Background: an optimization exercise with open tools, aiming at small area. Do not read the settings as production practice.
Function was checked by simulation only, so behaviour that the tests miss may differ from the original.
No activity file was given, so power comes from the tool's default toggle rates.

onyx:
// trit_tx
module trit_tx (
    input  wire        clk,
    input  wire        rst,           
    input  wire        tick,          
    input  wire        cmd_valid,
    output wire        cmd_ready,
    input  wire [2:0]  cmd_op,
    input  wire [4:0]  cmd_ntrits,    
    input  wire [23:0] cmd_trits,     
    input  wire [15:0] cmd_period,
    input  wire [7:0]  cmd_replog,
    input  wire [31:0] cmd_a,         
    input  wire [31:0] cmd_b,         
    input  wire [2:0]  cmd_pin,
    output reg         rsp_valid,
    output reg  [2:0]  rsp_status,
    output reg  [31:0] rsp_word,
    output reg         rsp_same,
    output reg  [7:0]  pin_out
);
export LEC_CHECK = 0
export ABC_AREA = 1
export CAP_MARGIN = 20
export CORE_MARGIN = 2
export CORE_UTILIZATION = 40
export SLEW_MARGIN = 20
create_clock -name core_clock -period 10.0 [get_ports {clk}]
standard.sh (not shown) runs the stock make flow with config.mk's settings and CLKGATE_MAP_FILE= SYNTH_SCRIPT=/design/flow/synth_recipe.tcl, a recipe that flattens the netlist after the stock synthesis.
==> flow/flow/run.sh <==
#!/bin/bash
# Standard ORFS layout with these changes: synthesis maps with an area-oriented
# ABC script (flow/abc_area.script) and without the adder cell map, the port
# buffers use the smallest buffer cell, and CTS inserts no dummy loads.
# The make output goes to flow.log; each step's own log is under orfs/logs/.
set -euo pipefail
here=$(pwd)
cp -r "$FLOW_HOME/scripts" "$here/scripts"
cp "$here/flow/abc_area.script" "$here/scripts/abc_area.script"
export BUFFER_PORTS_ARGS="-buffer_cell sky130_fd_sc_hd__buf_1"
export CTS_ARGS="-sink_clustering_enable -repair_clock_nets -dont_use_dummy_load -buf_list sky130_fd_sc_hd__clkbuf_8"
bash standard.sh SCRIPTS_DIR="$here/scripts" ADDER_MAP_FILE= finish > flow.log 2>&1
==> flow/flow/abc_area.script <==
strash
&get -n
&deepsyn -T 60
&put
&get -n
&dch -f
&nf -a -R 1000
&put
mfs3 -a
topo
onyx ended with every stage complete and zero timing, DRC or antenna violations.
Edits applied to the flow inputs when going from onyx to willow:
Settings: changing CORE_UTILIZATION from 40 to 55.
Findings:
Timing, DRC, antenna: 0 failures across willow and onyx. Going from onyx to willow, clock-pin transition on the worst setup and hold timing paths saw a decrease; hold slack saw an increase; clock network fraction of design power saw a decrease. [willow] global-route usage over all layers rose 6.5 points relative to onyx. Est. power | willow vs onyx | willow lower. Re sequential cell area: no difference whatsoever between willow and onyx. The part of the total power dissipated in combinational logic of willow is higher than that of onyx. On wire length, onyx loses to willow. Compared with onyx, willow improves final instance area.
diff inputs: willow => indigo
Settings: CORE_UTILIZATION: 55 -> 40.
-- flow/flow/run.sh --
<<< willow, line 4
# buffers use the smallest buffer cell, and CTS inserts no dummy loads.
# The make output goes to flow.log; each step's own log is under orfs/logs/.
set -euo pipefail
>>> indigo, line 4
# buffers use the smallest buffer cell, and CTS inserts no dummy loads.
set -euo pipefail
[summary]
Summary: summed area of non-filler cells in the final layout, indigo worse than willow
Relative to willow, number of tapcells has increased by 34 in indigo.
In terms of clock buffer and inverter area fraction after layout, willow and indigo differ only marginally.
indigo closes out successfully: all stages finished, all timing, DRC and antenna checks passed.
indigo vs. willow: largest fanout on the critical path comparable, power of the sequential group roughly the same, layout filler cell count shows an increase of about 60%.
indigo vs willow — synthesis-to-layout area growth rose 0.98 points.
As far as sequential cell area fraction in the yosys report goes, indigo and willow are indistinguishable; the numbers are identical.
Re pin slew with the least headroom to its limit: indigo is 32 ps up on willow.
Overall routed net length in indigo is about 7% higher than in willow
The final clock period utilization by the worst path reported for indigo is greater than that of willow by 0.94 points.
### indigo -> garnet
Settings: an added GPL_TIMING_DRIVEN of 0.
indigo consumes less power than garnet.
Between indigo and garnet, the post-route antenna net violation count figures differ only marginally.
Compare indigo and garnet | total number of vias lower: garnet
Taking indigo as the reference, in garnet maximum frequency went up; internal power consumption picked up an extra 0.0035 mW; logic depth of the worst path, buffers included now larger; sequential share of power now smaller.
The run showing the smaller final period demand of the worst path is garnet.
On area of all placed cells without fillers: between indigo and garnet, it ends up lower for indigo.
Higher area overhead of the layout relative to synthesis was reported by garnet, not indigo.
Inputs modified between garnet and quartz:
Settings: SLEW_MARGIN changed from 20 to 0; GPL_TIMING_DRIVEN removed (was 0); CAP_MARGIN changed from 20 to 0.
-- flow/flow/run.sh --
<<< garnet, line 4
# buffers use the smallest buffer cell, and CTS inserts no dummy loads.
set -euo pipefail
>>> quartz, line 4
# buffers use the smallest buffer cell, and CTS inserts no dummy loads.
# The make output goes to flow.log; each step's own log is under orfs/logs/.
set -euo pipefail
Notes after the runs:
Delta (quartz minus garnet): non-filler instance count after layout has decreased; number of global-route vias before repair has increased. [compare] base=garnet new=quartz: share of the clock period used by the worst path after layout increased 1.8 points, part of the total power dissipated in combinational logic now smaller, power in the clock group saw a decrease, internal power summed over all cells shows a reduction of 1.0%.

* * *

The RTL this note starts from:
==> flow/design.v <==
module trit_tx (
    input  wire        clk,
    input  wire        rst,           
    input  wire        tick,          
    input  wire        cmd_valid,
    output wire        cmd_ready,
    input  wire [2:0]  cmd_op,
    input  wire [4:0]  cmd_ntrits,    
    input  wire [23:0] cmd_trits,     
    input  wire [15:0] cmd_period,
    input  wire [7:0]  cmd_replog,
    input  wire [31:0] cmd_a,         
    input  wire [31:0] cmd_b,         
    input  wire [2:0]  cmd_pin,
    output reg         rsp_valid,
    output reg  [2:0]  rsp_status,
    output reg  [31:0] rsp_word,
    output reg         rsp_same,
    output reg  [7:0]  pin_out
);
    localparam [2:0] S_OK              = 3'd0;
    localparam [2:0] S_E_OP_RESERVED   = 3'd1;
    localparam [2:0] S_E_TRIT_COUNT    = 3'd2;
    localparam [2:0] S_E_PERIOD_RANGE  = 3'd3;
    localparam [2:0] S_E_REPEAT_RANGE  = 3'd4;
    localparam [2:0] S_E_PAYLOAD_RANGE = 3'd5;
    localparam [2:0] S_E_RESERVED_CODE = 3'd6;
    localparam [1:0] PH_IDLE  = 2'd0;
    localparam [1:0] PH_WRITE = 2'd1;
    localparam [1:0] PH_WAIT  = 2'd2;
    localparam [1:0] PH_FINAL = 2'd3;
    function has_reserved_code(input [19:0] pl);
        integer i;
        begin
            has_reserved_code = 1'b0;
            for (i = 0; i < 10; i = i + 1)
                if (pl[2*i +: 2] == 2'b01)
                    has_reserved_code = 1'b1;
        end
    endfunction
    wire count_ok   = (cmd_ntrits == 5'd12);
    wire period_ok  = (cmd_period[15:9] == 7'd0);
    wire replog_ok  = (cmd_replog[7:3] == 5'd0);
    wire pa_ok      = (cmd_a[31:20] == 12'd0);
    wire pb_ok      = (cmd_b[31:20] == 12'd0);
    wire a_code_ok  = !has_reserved_code(cmd_a[19:0]);
    wire b_code_ok  = !has_reserved_code(cmd_b[19:0]);
    reg [2:0] cmd_status;
    always @(*) begin
        cmd_status = S_OK;
        case (cmd_op)
            3'd0, 3'd4: begin
                if (!count_ok)       cmd_status = S_E_TRIT_COUNT;
                else if (!period_ok) cmd_status = S_E_PERIOD_RANGE;
                else if (!replog_ok) cmd_status = S_E_REPEAT_RANGE;
            end
            3'd1, 3'd2: cmd_status = S_OK;
            3'd3: begin
                if (!a_code_ok)      cmd_status = S_E_RESERVED_CODE;
            end
            3'd5: begin
                if (!period_ok)      cmd_status = S_E_PERIOD_RANGE;
                else if (!replog_ok) cmd_status = S_E_REPEAT_RANGE;
                else if (!pa_ok)     cmd_status = S_E_PAYLOAD_RANGE;
                else if (!pb_ok)     cmd_status = S_E_PAYLOAD_RANGE;
                else if (!a_code_ok) cmd_status = S_E_RESERVED_CODE;
                else if (!b_code_ok) cmd_status = S_E_RESERVED_CODE;
            end
            default:                 cmd_status = S_E_OP_RESERVED;
        endcase
    end
    wire ok      = (cmd_status == S_OK);
    wire is_send = (cmd_op == 3'd3) || (cmd_op == 3'd4) || (cmd_op == 3'd5);
    wire go      = is_send && ok;
    reg [1:0]  phase;
    reg        pair;          
    reg [6:0]  rep;           
    reg [3:0]  elem;          
    reg        seg;           
    reg [8:0]  wtk;           
    reg [4:0]  wper;          
    reg [2:0]  pin;
    reg [19:0] body_b;
    wire idle     = (phase == PH_IDLE);
    wire in_write = (phase == PH_WRITE);
    wire in_wait  = (phase == PH_WAIT);
    wire in_final = (phase == PH_FINAL);
    assign cmd_ready = idle;
    wire accept = cmd_valid && idle;
    wire sel_a_lo = idle && ok && cmd_op[0];
    wire sel_t_lo = idle && ok && !cmd_op[0] && !cmd_op[1];
    wire sel_a_hi = idle && ok && cmd_op[0] && !cmd_op[2];
    wire sel_p_hi = idle && ok && !cmd_op[1] && (cmd_op[2] || !cmd_op[0]);
    wire [31:0] word_d = {{12{sel_a_hi}} & cmd_a[31:20] | {12{sel_p_hi}} & {cmd_period[8:0], cmd_replog[2:0]},
                          {20{sel_a_lo}} & cmd_a[19:0]  | {20{sel_t_lo}} & cmd_trits[19:0]};
    wire [3:0]  x_val = go ? ((cmd_op == 3'd4) ? cmd_trits[23:20] : 4'd0)
                           : {cmd_status, (cmd_op == 3'd2) && (cmd_a[19:0] == cmd_b[19:0])};
    wire [3:0]  x_d   = idle ? x_val : 4'd0;
    wire [8:0]  per    = rsp_word[31:23];
    wire [2:0]  rlog   = rsp_word[22:20];
    wire [3:0]  xt     = {rsp_status, rsp_same};
    wire [23:0] body   = {xt, rsp_word[19:0]};
    wire [1:0]  code   = body[(24 - 2 * elem) +: 2];
    wire        sync   = (elem == 4'd0);
    reg [4:0] seg_km1;
    always @(*) begin
        if (sync)                seg_km1 = seg ? 5'd30 : 5'd0;
        else if (code == 2'b11)  seg_km1 = seg ? 5'd0  : 5'd4;
        else if (code == 2'b10)  seg_km1 = seg ? 5'd3  : 5'd1;
        else                     seg_km1 = seg ? 5'd4  : 5'd0;
    end
    wire [6:0] rmask     = ~(7'h7f << rlog);
    wire       last_rep  = ((rep | ~rmask) == 7'h7f);
    wire       last_elem = (elem == 4'd12);
    wire       last_tel  = !pair;
    wire       wdone     = (wtk == 9'd0);
    wire       reload    = (wtk == 9'd1) && (wper != 5'd0);
    wire       wait_end  = in_wait && wdone;
    wire       swap      = wait_end && seg && last_elem && last_rep && !last_tel;
    wire [19:0] lo_d  = word_d[19:0] | ({20{swap}} & body_b);
    always @(posedge clk) begin
        if (rst) begin
            phase     <= PH_IDLE;
            rsp_valid <= 1'b0;
            pin_out   <= 8'd0;
        end else begin
            rsp_valid <= in_final || (accept && !go);
            if (phase[0])
                pin_out[pin] <= ~seg;
            case (phase)
                PH_IDLE:  if (accept && go) phase <= PH_WRITE;
                PH_WRITE: phase <= PH_WAIT;
                PH_WAIT:  if (wdone)
                              phase <= (seg && last_elem && last_rep && last_tel) ? PH_FINAL : PH_WRITE;
                default:  phase <= PH_IDLE;
            endcase
        end
    end
    always @(posedge clk) begin
        if (idle || in_final) begin
            rsp_word[31:20] <= word_d[31:20];
            {rsp_status, rsp_same} <= x_d;
        end
        if (idle || in_final || swap)
            rsp_word[19:0] <= lo_d;
        if (idle) begin
            pin    <= cmd_pin;
            body_b <= cmd_b[19:0];
        end
        if (idle || swap)
            pair   <= idle && (cmd_op == 3'd5);
    end
    always @(posedge clk) begin
        if (idle) begin
            seg  <= 1'b0;
            elem <= 4'd0;
            rep  <= 7'd0;
        end else if (in_write) begin
            wtk  <= per;
            wper <= seg_km1;
        end else if (in_wait) begin
            if (wdone) begin
                if (!seg) begin
                    seg <= 1'b1;
                end else if (!last_elem) begin
                    seg  <= 1'b0;
                    elem <= elem + 4'd1;
                end else if (!last_rep) begin
                    seg  <= 1'b0;
                    elem <= 4'd0;
                    rep  <= rep + 7'd1;
                end else if (!last_tel) begin
                    seg  <= 1'b0;
                    elem <= 4'd0;
                    rep  <= 7'd0;
                end
            end else if (tick) begin
                if (reload) begin
                    wtk  <= per;
                    wper <= wper - 5'd1;
                end else begin
                    wtk  <= wtk - 9'd1;
                end
            end
        end
    end
endmodule
clock: 10.0 ns
lec_check: 0
abc_area: 1
cap_margin: 20
core_margin: 2
core_utilization: 40
slew_margin: 20
==> flow/flow/run.sh <==
#!/bin/bash
# Standard ORFS layout with these changes: synthesis maps with an area-oriented
# ABC script (flow/abc_area.script) and without the adder cell map, the port
# buffers use the smallest buffer cell, and CTS inserts no dummy loads.
set -euo pipefail
here=$(pwd)
cp -r "$FLOW_HOME/scripts" "$here/scripts"
cp "$here/flow/abc_area.script" "$here/scripts/abc_area.script"
export BUFFER_PORTS_ARGS="-buffer_cell sky130_fd_sc_hd__buf_1"
export CTS_ARGS="-sink_clustering_enable -repair_clock_nets -dont_use_dummy_load -buf_list sky130_fd_sc_hd__clkbuf_8"
bash standard.sh SCRIPTS_DIR="$here/scripts" ADDER_MAP_FILE= finish > flow.log 2>&1
Scripts as last shown in full above: flow/flow/abc_area.script
The first run ran to the end with no violations.
Edit:
==> flow/flow/run.sh (replaced) <==
#!/bin/bash
# Standard ORFS layout with these changes: synthesis maps with an area-oriented
# ABC script (flow/abc_area.script), the port buffers use the smallest buffer
# cell, and CTS uses its own buffer list and clustering with no dummy loads.
set -euo pipefail
here=$(pwd)
cp -r "$FLOW_HOME/scripts" "$here/scripts"
cp "$here/flow/abc_area.script" "$here/scripts/abc_area.script"
export BUFFER_PORTS_ARGS="-buffer_cell sky130_fd_sc_hd__buf_1"
export CTS_ARGS="-sink_clustering_enable -repair_clock_nets -dont_use_dummy_load -buf_list sky130_fd_sc_hd__clkbuf_16 -sink_clustering_size 50 -sink_clustering_max_diameter 300"
bash standard.sh SCRIPTS_DIR="$here/scripts" finish > flow.log 2>&1
==> flow/flow/abc_area.script (replaced) <==
strash
dc2
&get -n
&dch -f
&nf -a -R 1000
&put
topo
Wire length falls by 1.1%; hold slack got worse by 0.010 ns; non-clock buffer count falls by 2; core utilization falls by 0.29 points; die area rises by 7.5%; total power rises by 27%; final area rises by 8.5%.
Edit:
--- a/flow/flow/run.sh
+++ b/flow/flow/run.sh
@@ -10 +10 @@
-export CTS_ARGS="-sink_clustering_enable -repair_clock_nets -dont_use_dummy_load -buf_list sky130_fd_sc_hd__clkbuf_16 -sink_clustering_size 50 -sink_clustering_max_diameter 300"
+export CTS_ARGS="-sink_clustering_enable -repair_clock_nets -dont_use_dummy_load -buf_list sky130_fd_sc_hd__clkbuf_8"
The new run ran to the end with no violations.
Power decreases by 6.4%.
Routed wire length stays flat.
Area after synthesis is unchanged.
Maximum frequency barely changes.
Cell count stays the same.

[separate check: timing with driven ports]
No port has a modelled driver above. Below, the same layouts with a new extraction and two added sets of constraints. Step 1 assumes that a clkbuf_16 drives the clock port and a buf_2 every other input. Step 2 adds t to the input delays and takes it off the output delays; t is the mean of the earliest and latest rising clock arrival at the registers after step 1. Input paths then give back, and output paths get back, about the clock's delay inside the block. a / b / c = no drivers / after step 1 / after step 2; a / b = the first two.
| run | t, ns | slack for setup (ns) | cell pins on the clock port's net |
|---|---|---|---|
| onyx | 0.391 | 5.002 / 5.008 / 4.618 | 1 |
| willow | 0.374 | 5.096 / 5.087 / 4.712 | 1 |
| indigo | 0.391 | 5.002 / 5.008 / 4.618 | 1 |
| garnet | 0.403 | 5.196 / 5.205 / 4.801 | 1 |
| quartz | 0.398 | 5.014 / 5.024 / 4.626 | 1 |
| the first run of note 2 | 0.405 | 5.042 / 5.056 / 4.650 | 1 |
| the second run of note 2 | 0.377 | 4.402 / 4.411 / 4.034 | 1 |
| the third run of note 2 | 0.395 | 4.395 / 4.397 / 4.002 | 1 |
After both steps setup and hold are still met in every run listed. The setup slack of garnet, which loses most, moves by +0.009 ns with the drivers and by -0.395 ns with both steps.
